From an optimization exercise on the open Yosys and OpenROAD flow, aimed at small area; shortcuts taken in it are not production practice.
In this exercise RTL edits were held to simulation tests only and were not proved equivalent to the original.
Power and IR drop assume default switching activity. The flow treats the clock pin as an ideal source, which a real chip does not have.

Setup of the baseline:
// eeprom_ctrl
module eeprom_ctrl (
    input  wire        clk,
    input  wire        rst,
    input  wire [7:0]  rx_data,
    input  wire        rx_valid,
    output wire        rx_ready,
    output reg  [7:0]  tx_data,
    output wire        tx_valid,
    input  wire        tx_ready,
    output wire [14:0] eep_a,
    output wire [7:0]  eep_d_out,
    output wire        eep_d_dir,
    input  wire [7:0]  eep_d_in,
    output wire        eep_ce,
    output wire        eep_oe,
    output wire        eep_we
);
    localparam [7:0] CH_LF    = 8'h0a;
    localparam [7:0] CH_COLON = 8'h3a;
    localparam [7:0] CH_COMMA = 8'h2c;
    localparam [3:0] C_OTHER = 4'd0, C_V = 4'd1, C_H = 4'd2, C_P = 4'd3,
                     C_U = 4'd4, C_B = 4'd5, C_R = 4'd6, C_W = 4'd7,
                     C_N = 4'd8, C_S = 4'd9, C_T = 4'd10;
    localparam [4:0] S_RECV   = 5'd0,
                     S_DISP   = 5'd1,
                     S_ALIGN  = 5'd2,
                     S_NFILL  = 5'd3,
                     S_SFILL  = 5'd4,
                     S_RDIR   = 5'd5,
                     S_ROE    = 5'd6,
                     S_RADDR  = 5'd7,
  ...
Size in the first run: ~57 I/O pins, roughly 0.031 mm² of cells after synthesis.
clock: 12.0 ns
lec_check: 0
cap_margin: 20
core_margin: 2
core_utilization: 50
slew_margin: 20
standard.sh (not shown) runs the stock make flow with config.mk's settings and CLKGATE_MAP_FILE= SYNTH_SCRIPT=/design/flow/synth_recipe.tcl, a recipe that flattens the netlist after the stock synthesis.
==> flow/flow/run.sh <==
#!/bin/bash
# Own layout flow:
# 1. the standard synthesis, unchanged;
# 2. the combinational logic re-mapped for area by ABC, registers untouched
#    (same instances, names and cell types), best of four seeds; the result
#    is proven equivalent to the standard netlist, else the standard netlist
#    is kept;
# 3. the rest of the standard flow, with the smallest buffer on the ports
#    and a clock tree built from larger
#    sink clusters and without dummy loads.
# Each tool's output goes to its own log file in this folder.
set -euo pipefail
R=orfs/results/${FLOW_PLATFORM}/eeprom_ctrl/base
NET=$R/1_2_yosys.v
LIB=${FLOW_HOME}/platforms/${FLOW_PLATFORM}/lib/sky130_fd_sc_hd__tt_025C_1v80.lib

bash standard.sh synth > 1_standard_synth.log 2>&1

cp $NET $NET.std
# Four ABC runs with different seeds, in parallel; the smallest netlist that
# passes the checks and the equivalence proof is used.
for f in equiv check; do
  sed -e "s#@LIB@#${LIB}#g" -e "s#@NET@#${NET}#g" -e "s#@TOP@#${FLOW_TOP}#g" \
      flow/$f.ys.in > $f.ys
done
for s in 1 2 3 4; do
  sed -e "s#@LIB@#${LIB}#g" -e "s#@NET@#${NET}#g" -e "s#@TOP@#${FLOW_TOP}#g" \
      -e "s#@T@#60#g" -e "s#@S@#${s}#g" -e "s#@OUT@#resyn_${s}.v#g" flow/resyn.ys.in > resyn_${s}.ys
  yosys -s resyn_${s}.ys > 2_resyn_yosys_${s}.log 2>&1 &
done
wait || true
rm -f resyn_areas.txt
for s in 1 2 3 4; do
  a=$(grep "Chip area" 2_resyn_yosys_${s}.log | tail -1 | awk '{print $NF}') || true
  if [[ -n "$a" && -s resyn_${s}.v ]]; then echo "$a $s" >> resyn_areas.txt; fi
done
echo "re-mapping failed or not proven; standard netlist kept" > resyn_status.log
if [[ -s resyn_areas.txt ]]; then
  for s in $(sort -g resyn_areas.txt | awk '{print $2}'); do
    cp resyn_${s}.v $NET
    if yosys -s check.ys > 3_check_yosys_${s}.log 2>&1 &&
       yosys -s equiv.ys > 4_equiv_yosys_${s}.log 2>&1; then
      echo "re-mapped netlist of seed ${s} used" > resyn_status.log
      break
    fi
    cp $NET.std $NET
  done
fi
rm -f $R/1_synth.odb $R/1_synth.sdc

export BUFFER_PORTS_ARGS="-buffer_cell sky130_fd_sc_hd__buf_1"
export CTS_ARGS="-sink_clustering_enable -repair_clock_nets -dont_use_dummy_load -buf_list sky130_fd_sc_hd__clkbuf_16 -sink_clustering_size 30 -sink_clustering_max_diameter 100"
bash standard.sh > 5_standard_layout.log 2>&1
==> flow/flow/resyn.ys.in <==
# Re-map the combinational logic of the standard synthesis for area.
# Registers (and their names and cell types) are left exactly as they are.
read_liberty -ignore_miss_func @LIB@
read_verilog @NET@.std
hierarchy -top @TOP@
setattr -mod -set blackbox 1 sky130_fd_sc_hd__*df* sky130_fd_sc_hd__conb_1
flatten
opt -full
abc -liberty @LIB@ -dont_use *lpflow* -dont_use *probe* -script +strash;&get,-n;&deepsyn,-S,@S@,-T,@T@;&dch,-f;&nf,-R,1000;&put;&get,-n;&dch;&nf,-R,1000;&put;topo
opt_clean -purge
hilomap -singleton -hicell sky130_fd_sc_hd__conb_1 HI -locell sky130_fd_sc_hd__conb_1 LO
splitnets
opt_clean -purge
insbuf -buf sky130_fd_sc_hd__buf_4 A X
stat -liberty @LIB@
write_verilog -noattr -nohex -nodec @OUT@
Other scripts of this flow, unchanged in this note and not shown: flow/flow/check.ys.in, flow/flow/equiv.ys.in, flow/flow/tie_cell.v
Relative to the baseline, the following input files were edited for the candidate:
Settings: CORE_UTILIZATION changed from 50 to 60.
==> flow/flow/run.sh <==
#!/bin/bash
# Own layout flow:
# 1. the standard synthesis, unchanged;
# 2. the combinational logic re-mapped for area by ABC, registers untouched
#    (same instances, names and cell types); the result is proven equivalent
#    to the standard netlist, else the standard netlist is kept;
# 3. the rest of the standard flow, with the smallest buffer on the ports
#    and a clock tree built from larger
#    sink clusters and without dummy loads.
# Each tool's output goes to its own log file in this folder.
set -euo pipefail
R=orfs/results/${FLOW_PLATFORM}/eeprom_ctrl/base
NET=$R/1_2_yosys.v
LIB=${FLOW_HOME}/platforms/${FLOW_PLATFORM}/lib/sky130_fd_sc_hd__tt_025C_1v80.lib

bash standard.sh synth > 1_standard_synth.log 2>&1

cp $NET $NET.std
for f in resyn equiv check; do
  sed -e "s#@LIB@#${LIB}#g" -e "s#@NET@#${NET}#g" -e "s#@TOP@#${FLOW_TOP}#g" \
      -e "s#@T@#60#g" flow/$f.ys.in > $f.ys
done
if yosys -s resyn.ys > 2_resyn_yosys.log 2>&1 &&
   yosys -s check.ys > 3_check_yosys.log 2>&1 &&
   yosys -s equiv.ys > 4_equiv_yosys.log 2>&1; then
  echo "re-mapped netlist used" > resyn_status.log
else
  echo "re-mapping failed or not proven; standard netlist kept" > resyn_status.log
  cp $NET.std $NET
fi
rm -f $R/1_synth.odb $R/1_synth.sdc

export BUFFER_PORTS_ARGS="-buffer_cell sky130_fd_sc_hd__buf_1"
export CTS_ARGS="-sink_clustering_enable -repair_clock_nets -dont_use_dummy_load -buf_list sky130_fd_sc_hd__clkbuf_16 -sink_clustering_size 30 -sink_clustering_max_diameter 100"
bash standard.sh > 5_standard_layout.log 2>&1
--- a/flow/flow/resyn.ys.in
+++ b/flow/flow/resyn.ys.in
@@ -9 +9 @@
-abc -liberty @LIB@ -dont_use *lpflow* -dont_use *probe* -script +strash;&get,-n;&deepsyn,-S,@S@,-T,@T@;&dch,-f;&nf,-R,1000;&put;&get,-n;&dch;&nf,-R,1000;&put;topo
+abc -liberty @LIB@ -dont_use *lpflow* -dont_use *probe* -script +strash;&get,-n;&deepsyn,-T,@T@;&dch,-f;&nf,-R,1000;&put;&get,-n;&dch;&nf,-R,1000;&put;topo
@@ -16 +16 @@
-write_verilog -noattr -nohex -nodec @OUT@
+write_verilog -noattr -nohex -nodec @NET@
- Comparing the baseline and the candidate, routability congestion estimate is lower on the baseline.
- Combinational power went up by more than 10% going from the baseline to the candidate.
- For the candidate, the critical path's slowest cell was sky130_fd_sc_hd__maj3_1, unlike the baseline, where it was sky130_fd_sc_hd__dfxtp_1.
- The baseline consumes less power than the candidate.

-- static timing again, ports no longer ideal --
Ports are ideal in the flow. The routed layouts listed here were re-timed in OpenROAD.
Step 1 sets driving cells, clkbuf_16 on the clock port and buf_2 on the other inputs (assumed; they add their load-dependent delay and slew).
Step 2 moves the port delays by t, midway between the first and last clock arrival at a register: inputs arrive t later, outputs are due t later. That takes back most of the time a late clock gives input paths.
Three values: ideal ports, drivers, drivers and shift; two values: the first two.
run	t (ns)	slack for setup (ns)	clock arrival spread, ns	slew at the worst register clock pin (ns)
the baseline	0.625	4.774 / 4.708 / 5.333	0.121 / 0.121	0.12 / 0.12
the candidate	0.653	4.854 / 4.796 / 5.450	0.058 / 0.059	0.11 / 0.11
After both steps every run listed still meets setup and hold.
